From an optimization exercise on the open Yosys and OpenROAD flow, aimed at small area; shortcuts taken in it are not production practice.
Only simulation tests tie the RTL to the original design; equivalence was not proved.
Power figures rest on the tool's default switching activity, not on a simulated workload.

Design usb_msc_bot, start of the top module:
module usb_msc_bot #(
    parameter [31:0] T_DATA_MS = 32'd250,   
    parameter [31:0] T_CSW_MS  = 32'd100    
) (
    input  wire        clk,
    input  wire        rst,            
    input  wire [31:0] now_ms,         
    input  wire [31:0] flash_blocks,   
    input  wire        out_valid,
    input  wire [7:0]  out_data,
    output wire        out_ready,
    output reg         in_valid,
    output reg  [7:0]  in_data,
    output reg         in_csw,
    input  wire        in_ready,
    output wire        fl_cmd_valid,
    output wire        fl_cmd_write,
    output wire [31:0] fl_cmd_addr,
    output wire [24:0] fl_cmd_len,
    input  wire        fl_sts_valid,
    input  wire        fl_sts_ok,
    output wire        fl_abort,
    input  wire        fl_rd_valid,
    input  wire [7:0]  fl_rd_data,
    output wire        fl_rd_ready,
    output wire        fl_wr_valid,
    output wire [7:0]  fl_wr_data,
    input  wire        fl_wr_ready
);
    genvar gi;
    localparam [2:0] S_CBW   = 3'd0,    
                     S_DISP  = 3'd1,    
                     S_RWAIT = 3'd3,    
                     S_DIN   = 3'd2,    
                     S_WDATA = 3'd4,    
                     S_WSTS  = 3'd5,    
                     S_CPRE  = 3'd7,    
                     S_CSW   = 3'd6;    
    localparam [2:0] K_NODATA = 3'b000,
                     K_RD     = 3'b010,
                     K_WR     = 3'b011,
                     K_RS     = 3'b100,
                     K_INQ    = 3'b101,
                     K_MS     = 3'b110,
                     K_RC     = 3'b111;
    localparam [2:0] L_NONE  = 3'b000,
                     L_INV   = 3'b100,    
                     L_RDERR = 3'b010,    
                     L_WRERR = 3'b011,    
  ...
==> flow/config.mk <==
export PLATFORM = sky130hd
export DESIGN_NAME = usb_msc_bot
export DESIGN_NICKNAME = usb_msc_bot
export VERILOG_FILES = /design/flow/design.v
export SDC_FILE = /design/flow/constraint.sdc
export NUM_CORES = 4
export LEC_CHECK = 0
export CAP_MARGIN = 20
export CORE_MARGIN = 2
export CORE_UTILIZATION = 40
export PLACE_DENSITY = 0.6
export SLEW_MARGIN = 20
==> flow/constraint.sdc <==
create_clock -name core_clock -period 10.0 [get_ports {clk}]
set_input_delay 2.0000 -clock core_clock [delete_from_list [all_inputs] [get_ports {clk}]]
set_output_delay 2.0000 -clock core_clock [all_outputs]
set_load 0.01 [all_outputs]
standard.sh (not shown) runs the stock make flow with config.mk's settings and CLKGATE_MAP_FILE= SYNTH_SCRIPT=/design/flow/synth_recipe.tcl, a recipe that flattens the netlist after the stock synthesis.
==> flow/flow/run.sh <==
#!/bin/bash
# Own layout flow: the standard ORFS flow (standard.sh, unchanged synthesis,
# floorplan, tap cells, power grid, placement, CTS and routing), with
#  - the port buffers made with the smallest buffer cell (buf_1) instead of
#    the resizer's default pick, and
#  - the clock tree built from small clock buffers without dummy loads.
# Every port still gets its own buffer; the clock tree is balanced as usual.
set -euo pipefail
cd "$(dirname "$0")/.."
export BUFFER_PORTS_ARGS="-buffer_cell sky130_fd_sc_hd__buf_1"
export CTS_ARGS="-sink_clustering_enable -repair_clock_nets -dont_use_dummy_load -sink_clustering_size 12 -buf_list {sky130_fd_sc_hd__clkbuf_4 sky130_fd_sc_hd__clkbuf_8}"
bash standard.sh > standard_flow.log 2>&1
Change:
--- a/flow/design.v
+++ b/flow/design.v
@@ -45,20 +45,21 @@
                      K_RC     = 3'b111;
     localparam [2:0] L_NONE  = 3'b000,
                      L_INV   = 3'b100,    
                      L_RDERR = 3'b010,    
                      L_WRERR = 3'b011,    
                      L_TMO   = 3'b001;    
     reg  [2:0]  state;
     reg  [2:0]  kind;
     reg         status;       
     reg  [2:0]  sense;
+    reg         sig_ok;
     reg  [63:0] tdr;          
     reg  [38:0] lb;           
     reg  [8:0]  st_lo;        
     reg  [24:0] cnt;          
     reg         bor;          
     reg         sat;          
     wire [15:0] blocks = lb[15:0];
     wire [31:0] dtl    = {tdr[7:0], tdr[15:8], tdr[23:16], tdr[31:24]};
     wire [31:0] start  = {lb[38:16], st_lo};
     assign fl_cmd_addr  = {lb[38:16], 9'd0};
@@ -181,54 +182,50 @@
         else
             csw_b = {7'd0, status};
     end
     always @(*) begin
         in_csw   = st_csw;
         in_valid = st_csw || (st_din && (k_fix || fl_rd_valid));
         in_data  = st_csw ? csw_b : din_b;
     end
     wire in_fire = in_valid && in_ready;
     wire cbw_fire  = st_cbw && out_fire;
-    wire lb_shift  = cbw_fire && ((cnt[4:0] >= 5'd17 && cnt[4:0] <= 5'd20) ||
-                                  cnt[4:0] == 5'd22 || cnt[4:0] == 5'd23);
-    wire lb_take   = (state == S_DISP || state == S_RWAIT || state == S_CPRE);
-    wire lb_hold   = !lb_shift && !lb_take;
     assign cnt_en  = (st_csw || st_din) ? in_fire : out_fire;
     assign cnt_clr = (cbw_fire && cnt[4:0] == 5'd30) || (state == S_CPRE) ||
                      (st_csw && ((in_fire && ci == 4'd12) || expired));
     wire csw_shift = st_csw && in_fire && (ci[3] ^ ci[2]);
     always @(posedge clk) begin
         if ((cbw_fire && cnt[4:0] >= 5'd4 && cnt[4:0] <= 5'd11) || csw_shift)
             tdr <= {tdr[55:0], out_data};
-        lb[38:16] <= ({23{lb_shift}} & lb[30:8]) |
-                     ({23{lb_take}}  & now_ms[31:9]) |
-                     ({23{lb_hold}}  & lb[38:16]);
-        if (lb_shift)
-            lb[15:0] <= {lb[7:0], out_data};
-        if (lb_take)
-            st_lo <= now_ms[8:0];
+        if (cbw_fire && ((cnt[4:0] >= 5'd17 && cnt[4:0] <= 5'd20) ||
+                         cnt[4:0] == 5'd22 || cnt[4:0] == 5'd23))
+            lb <= {lb[30:0], out_data};
+        else if (state == S_DISP || state == S_RWAIT || state == S_CPRE)
+            {lb[38:16], st_lo} <= now_ms;
+        if (cbw_fire) begin
+            if (cnt[4:0] == 5'd0)
+                sig_ok <= (out_data == 8'h55);
+            else if (cnt[4:0] <= 5'd3)
+                sig_ok <= sig_ok && (out_data == ((cnt[1:0] == 2'd3) ? 8'h43 :
+                                                  (cnt[1:0] == 2'd2) ? 8'h42 : 8'h53));
+        end
         if (st_csw && in_fire) begin
             bor <= db[8];
             if (ci == 4'd7)
                 sat <= db[8];
         end
     end
-    wire sig_bad = cbw_fire && (cnt[4:2] == 3'd0) &&
-                   (out_data != ((cnt[1:0] == 2'd3) ? 8'h43 :
-                                 (cnt[1:0] == 2'd2) ? 8'h42 :
-                                 (cnt[1:0] == 2'd1) ? 8'h53 : 8'h55));
-    wire sig_ok = !cnt[5];
     always @(posedge clk) begin
         if (rst || cnt_clr)
             cnt <= 25'd0;
         else
-            cnt <= {cnt_inc[24:6], cnt_inc[5] | sig_bad, cnt_inc[4:0]};
+            cnt <= cnt_inc;
     end
     always @(posedge clk) begin
         if (rst) begin
             state <= S_CBW;
             sense <= L_NONE;
         end else begin
             case (state)
             S_CBW: if (out_fire) begin
                 if (cnt[4:0] == 5'd15 && sig_ok) begin
                     status <= 1'b0;
Wire length rose by 3.2%.
Power rose by 10%.
Sequential power rose by 4.4%.
Final area rose by 1.8%.
Count of clock-buffer cells in the layout stays the same.
Cell count does not change.
First-iteration DRC count rose by 4.1%.
Utilization rose by 0.39 points.
Combinational power rose by 31%.
Hold slack is better by 0.0052 ns.
Maximum frequency fell by 1.3%.

static timing again, ports no longer ideal:
How much do the figures lean on ideal ports? The routed layouts below were timed once more, with nothing changed but the port constraints.
Step 1 sets driving cells, clkbuf_16 on the clock port and buf_2 on the other inputs (assumed; they add their load-dependent delay and slew).
Step 2, shift: input delay + t, output delay - t, t = (earliest + latest rising clock arrival at the registers) / 2. This alone moves slack from input paths to output paths.
a / b / c = no drivers / after step 1 / after step 2; a / b = the first two.
run	t, ns	setup slack, ns	slew at the worst register clock pin (ns)
the first run	0.475	1.458 / 1.417 / 1.481	0.09 / 0.09
the second run	0.482	1.341 / 1.361 / 0.879	0.08 / 0.08
After both steps every run listed still meets setup and hold. For the second run, which loses most, drivers alone change the setup slack by +0.020 ns; drivers and shift together by -0.462 ns.
